From an optimization exercise on the open Yosys and OpenROAD flow, aimed at small area, a short achievable clock period and few clock cycles per item; shortcuts taken in it are not production practice. For this run, only the layout was checked, not whether the RTL still works. No activity file was given, so power comes from the tool's default toggle rates.

[flow/design.v]
module ptouch_rle (
    input  wire       clk,
    input  wire       rst,         
    input  wire       in_valid,
    output reg        in_ready,
    input  wire [7:0] in_data,
    input  wire       in_last,
    output reg        out_valid,
    input  wire       out_ready,
    output reg  [7:0] out_data,
    output reg        out_last
);
    localparam QD = 8;          
    localparam QW = 3;          
    wire in_fire = in_valid && in_ready;
    reg [1023:0] ring;
    always @(posedge clk)
        ring <= {ring[1015:0], in_ready ? in_data : ring[1023:1016]};
    reg  [6:0] ph;          
    reg  [8:0] dst;        
    reg       n_v, n_l, c_v, c_l;
    reg [7:0] n_b, c_b;
    reg       run;
    reg [7:0] cnt;
    reg [9:0]    q [0:QD-1];
    reg [QW-1:0] q_wp, q_rp;
    reg [QW:0]   q_cnt;
    wire       cls  = c_v && (c_l || n_v) && (q_cnt != QD);
    wire       eqx  = !c_l && (n_b == c_b);    
    wire [7:0] cinc = cnt + 8'd1;
    wire [7:0] cdec = cnt - 8'd1;
    reg       push;
    reg [9:0] push_d;
    always @(*) begin
        push   = 1'b0;
        push_d = {run, cdec, c_l};
        if (cls) begin
            if (run) begin
                push   = c_l || !eqx || cdec == 8'd2;        
                push_d = {1'b1, cdec, c_l};
            end else if (eqx) begin
                push   = (cnt != 8'hff);                     
                push_d = {1'b0, cnt, 1'b0};
            end else begin
                push   = c_l || cinc == 8'd126;              
                push_d = {1'b0, cinc, c_l};
            end
        end
    end
    reg       busy, b_run, b_last;
    reg [7:0] rm;            
    reg [6:0] sel;           
    reg       s_v, s_l;
    reg [7:0] s_d;
    wire       q_ne = (q_cnt != 0);
    wire [9:0] head = q[q_rp];
    wire       pop  = !s_v && !busy && q_ne;
    wire       dok  = !s_v && busy && !sel[6];
    wire [7:0] rdat = ring[{sel[5:0], 3'b000} +: 8];
    wire       p_v = pop || dok;
    wire [7:0] p_d = pop ? head[8:1] : rdat;
    wire       p_l = dok && b_last && (b_run || rm[6:0] == 7'd0);
    wire [8:0] radj = !dok ? 9'd0 : b_run ? {1'b0, rm} + 9'd255 : 9'h1ff;
    wire open_run_only = run && !busy && !q_ne;
    wire resync = !c_v && !n_v && !busy && !q_ne && (run || cnt == 8'hff);
    wire [QW:0] q_cnt_next = q_cnt + {{QW{1'b0}}, push} - {{QW{1'b0}}, pop};
    always @(posedge clk) begin
        if (rst) begin
            ph <= 7'd0;
            dst <= 9'd0;
            in_ready <= 1'b0;
            n_v <= 1'b0; c_v <= 1'b0; n_l <= 1'b0; c_l <= 1'b0;
            run <= 1'b0; cnt <= 8'hff;
            q_wp <= 0; q_rp <= 0; q_cnt <= 0;
            busy <= 1'b0; b_run <= 1'b0; b_last <= 1'b0; rm <= 8'd0;
            sel <= 7'd0; s_v <= 1'b0;
            out_valid <= 1'b0; out_data <= 8'd0; out_last <= 1'b0;
        end else begin
            if (in_fire)     ph <= ph;
            else if (resync) ph <= 7'd0;
            else             ph <= ph + 7'd1;
            dst <= dst + {8'd0, in_fire} + radj;
            in_ready <= (in_fire || resync || ph == 7'd127)
                     && (open_run_only || (in_fire ? dst < 9'd127 : dst < 9'd128))
                     && (q_cnt_next < QD);
            if (cls || !c_v) begin
                c_v <= n_v; c_b <= n_b; c_l <= n_l;
                n_v <= in_fire;
            end else if (in_fire) begin
                n_v <= 1'b1;
            end
            if (in_ready) begin
                n_b <= in_data; n_l <= in_last;
            end
            if (cls) begin
                if (run) begin
                    if (push) begin run <= 1'b0; cnt <= 8'hff; end
                    else cnt <= cdec;
                end else if (eqx) begin
                    run <= 1'b1;
                    cnt <= 8'd0;
                end else begin
                    cnt <= push ? 8'hff : cinc;
                end
            end
            if (push) begin
                q[q_wp] <= push_d;
                q_wp <= (q_wp == QD - 1) ? {QW{1'b0}} : q_wp + 1'b1;
            end
            if (pop) q_rp <= (q_rp == QD - 1) ? {QW{1'b0}} : q_rp + 1'b1;
            q_cnt <= q_cnt_next;
            if (resync && !in_fire) sel <= dst[6:0] - 7'd1;
            else if (dok)          sel <= sel;
            else if (pop && head[9]) sel <= sel + 7'd1 + head[7:1];
            else                   sel <= sel + 7'd1;
            if (pop) begin
                busy   <= 1'b1;
                b_run  <= head[9];
                b_last <= head[0];
                rm     <= head[8:1];
            end else if (dok) begin
                if (b_run || rm[6:0] == 7'd0) busy <= 1'b0;
                rm <= rm - 8'd1;
            end
            if (!out_valid || out_ready) begin
                if (s_v) begin
                    out_valid <= 1'b1; out_data <= s_d; out_last <= s_l;
                    s_v <= 1'b0;
                end else begin
                    out_valid <= p_v; out_data <= p_d; out_last <= p_l;
                end
            end else if (p_v) begin
                s_v <= 1'b1; s_d <= p_d; s_l <= p_l;
            end
        end
    end
endmodule
[flow/run.sh]
#!/bin/bash
# synth_recipe.tcl (not shown) runs the flow's synth.tcl, then flattens the netlist and writes it again
# the make line also repeats each setting of config.mk as NAME=value (left out here)
make -C /OpenROAD-flow-scripts/flow DESIGN_CONFIG=/design/flow/config.mk WORK_HOME=/design/flow/orfs CLKGATE_MAP_FILE= SYNTH_SCRIPT=/design/flow/synth_recipe.tcl finish
[flow/config.mk]
export PLATFORM = sky130hd
export DESIGN_NAME = ptouch_rle
export DESIGN_NICKNAME = ptouch_rle
export VERILOG_FILES = /design/flow/design.v
export SDC_FILE = /design/flow/constraint.sdc
export NUM_CORES = 4
export LEC_CHECK = 0
export ABC_CLOCK_PERIOD_IN_PS = 2500
export CAP_MARGIN = 20
export CORE_MARGIN = 2
export CORE_UTILIZATION = 40
export SETUP_SLACK_MARGIN = 5
export SLEW_MARGIN = 20
[flow/constraint.sdc]
create_clock -name core_clock -period 8.0 [get_ports {clk}]
set_input_delay 1.6000 -clock core_clock [delete_from_list [all_inputs] [get_ports {clk}]]
set_output_delay 1.6000 -clock core_clock [all_outputs]
set_load 0.01 [all_outputs]
==> summary.txt <==
area by class of cell:
type                            instances  area, um2
Fill cell                            6941      43160
Clock buffer                          161       3218
Sequential cell                      1201      25140
Clock inverter                         44      499.2
Multi-Input combinational cell        804       7891
Tap cell                             1070       1339
Inverter                               29      116.4
Timing Repair Buffer                   71      748.2
worst paths after layout:
check / start / to / depth (start not counted)
worst max register to register: flop / sel[6]$_SDFFE_PP0P_ / 12
worst min register to register: ring[720]$_DFF_P_ / ring[728]$_DFF_P_ / 0
worst min-delay path: ring[720]$_DFF_P_ / ring[728]$_DFF_P_ / 0
worst max-delay path: flop / sel[6]$_SDFFE_PP0P_ / 12
flip-flops by register name, indices dropped and copies added (netlist names), 3 cells and up, named ones only:
register	flops
ring	1024
rm	8
cnt	8
q_cnt	4
out_data	8
dst	9
s_d	8
q_wp	3
c_b	8
q_rp	3
ph	7
q	80
n_b	8
sel	7
cells in the mapped netlist, types with 23 or more instances:
cell type,n,area (um2)
a21oi_1,85,425.4
a22oi_1,36,270.3
buf_2,23,115.1
clkbuf_1,45,168.9
dfxtp_1,1096,21940
edfxtp_1,105,3153
ha_1,31,387.9
inv_1,29,108.9
mux2i_1,39,390.4
mux4_2,134,3018
nand2_1,69,259.0
nor2_1,76,285.3
nor3_1,23,115.1
xnor2_1,38,332.8
layer usage:
metal  track usage (%)  vias to the layer above  routed length (um)
met3             2.854                      113                2273
met5                 0                        -                   0
met1             18.91                     8073               27910
met4             5.067                        0                1580
li1                  -                     7725                   -
met2             21.06                      293               26300
metrics by stage:
stage          hold slack, ps  total power, mW  instance area (um2)  cells
6_report                313.7            14.29                38950   3380
3_5_place_dp            312.1            9.053                34580   3136
2_1_floorplan           309.6            8.446                33380   2122
3_3_place_gp            310.2            9.008                34580   3136
4_1_cts                 309.8            14.34                38700   3365
5_1_grt                 317.5            14.93                38950   3380
power by group through the flow:
| stage | clock [mW] | combinational, mW | sequential [mW] |
|---|---|---|---|
| detailed placement | 0 | 2.06 | 6.99 |
| floorplan | 0 | 1.69 | 6.75 |
| CTS | 5.33 | 2.22 | 6.80 |
| global route | 5.58 | 2.51 | 6.84 |
| global placement | 0 | 2.03 | 6.97 |
| finish | 5.19 | 2.30 | 6.80 |
cell usage in the layout, fill, tap and decap left out, types with 34 or more instances in the layout:
cell,instances
nand2_1,67
a22oi_1,36
mux4_2,134
buf_4,34
dfxtp_1,1081
edfxtp_1,105
mux2i_1,38
nor2_1,73
a21oi_1,80
clkbuf_16,115
cell families (layout without fill, tap and decap cells):
logic type                 count (synthesis)  count (layout)
AOI/OAI and AO/OA                        250             250
xor gates and xnor gates                  55              55
adders and majority gates                 35              35
buffers and inverters                    117             305
DFF                                     1201            1201
muxes                                    188             188
and+or+nand+nor                          276             276
timing repair:
action                                  4_1_cts  5_1_grt
endpoints found under the setup margin      182      128
gates resized for setup                      67       24
buffers inserted                             24       13
cloned                                        0        2
pin swaps                                    13        8
==> out/qor.csv <==
metric,value,unit
status,no timing/DRC/antenna violations,
wirelength,58.06,mm
start_util,40.42,%
clk_path_buf_depth,3,
synth_cell_types,69,
path_clk_slew,60,ps
ys_seq_area_share,75.61,%
swShare,26.44,%
utilization,47.44,%
pwr-share-clk,36.3,%
final_nets,2265,
postSynthAreaPerCell,15.64,um2
synthMuxAreaShare,10.78,%
antenna_left,0,
power_frac_comb,16.1,%
die_w,292.0,um
crit_buf_inv,1,
worstSetupStartpointType,flop,
htree_num_levels,3,
synth_nets,2170,
cts_buffers,110,
drc_errors,0,
relSlewSlack,43.54,%
antenna_found_initial,0,
cts.root.buffer_cell,clkbuf_16,
fp-row-count,105,
crit_fanout,7,
worstSkewPairLatency,670,ps
synth_top_family_by_area,multiplexers,
synth_edf_count,105,
io_pins,24,
synth_warnings,1,
diodes,0,
fin_tns_setup,0,ps
crit_family,multiplexers,
num_vias,16200,
ys_seq_elements,1201,
fin_crit_sh,38.88,%
p_sw,3.779,mW
hold_viol_final,0,
min_period,3110,ps
grt_overflow,0,
cp.arrival,3680,ps
pwr-share-seq,47.6,%
post-dp-hpwl,34.28,mm
grt_max_degree,69,
pre_cts_ws,3667,ps
worstSetupEndpointType,flop,
synth-compound-area-share,5.101,%
netlist_area,0.03319,mm2
wl_per_cell,17.18,um
firstDrtPassIters,5,
crit_slowest_cell,mux4_2,
crit_chain,"mux4_2, mux2_2, ha_1, inv_1, fa_1, nor2b_1, o31a_1, o21ai_1, a21o_1, a31oi_1, or3b_4, a211oi_2",
intPower,10.52,mW
synthFlopType,dfxtp_1,
max_cap_violations,0,
synth-async-reset-ratio,0,%
synthXorXnorAreaFrac,1.451,%
grt_pass1_vias,16930,
p_per_area,367.0,mW/mm2
core,0.08211,mm2
hold_buffers,0,
synth_fa_ha_area_share,1.410,%
reg2reg_slack,4890,ps
maxSlewViolCount,0,
cts.sinks,1201,
ir_drop,0.1809,mV
gp_congestion,0.7873,
fmax,321.5,MHz
die_h,292.0,um
via_per_inst,4.794,
syn_to_final_growth,17.36,%
grtUsageTotal,13.63,%
die_area,0.08529,mm2
cts_tree,yes,
hp-class,reg2reg,
grt_setup_unrepaired,yes,
drt_iter0_drc,911,
syn_inst,2122,
io_buffer_count,23,
p_leak,14.59,nW
setup_violations,0,
worst-slew-pin-transition,840.4,ps
grt_pass1_wl,92.78,mm
finalWorstSetupSlack,4890,ps
synthSimpleGateAreaFrac,4.132,%
crit_type,reg2reg,
crit_required,8570,ps
slowest_delay,510,ps
fin_skew,35.04,ps
drive_above_1_share,19.39,%

==> port drivers added, routing unchanged <==
Ports are ideal in the flow. The routed layout listed here was re-timed in OpenROAD. Step 1 sets driving cells, clkbuf_16 on the clock port and buf_2 on the other inputs (assumed; they add their load-dependent delay and slew). Step 2 also shifts input and output timing later by t, the mid clock arrival at the registers, as if the neighbouring blocks saw the same clock. a / b / c = no drivers / after step 1 / after step 2; a / b = the first two.
shift t [ns]: 0.716
slack for setup (ns): 4.890 / 4.890 / 4.211
hold slack, ns: 0.314 / 0.314 / 0.314
worst setup path at the end: input to register
slew at the worst register clock pin (ns): 0.07 / 0.07
After both steps setup and hold are still met in this run. For this run, drivers alone change the setup slack by 0.000 ns; drivers and shift together by -0.679 ns.
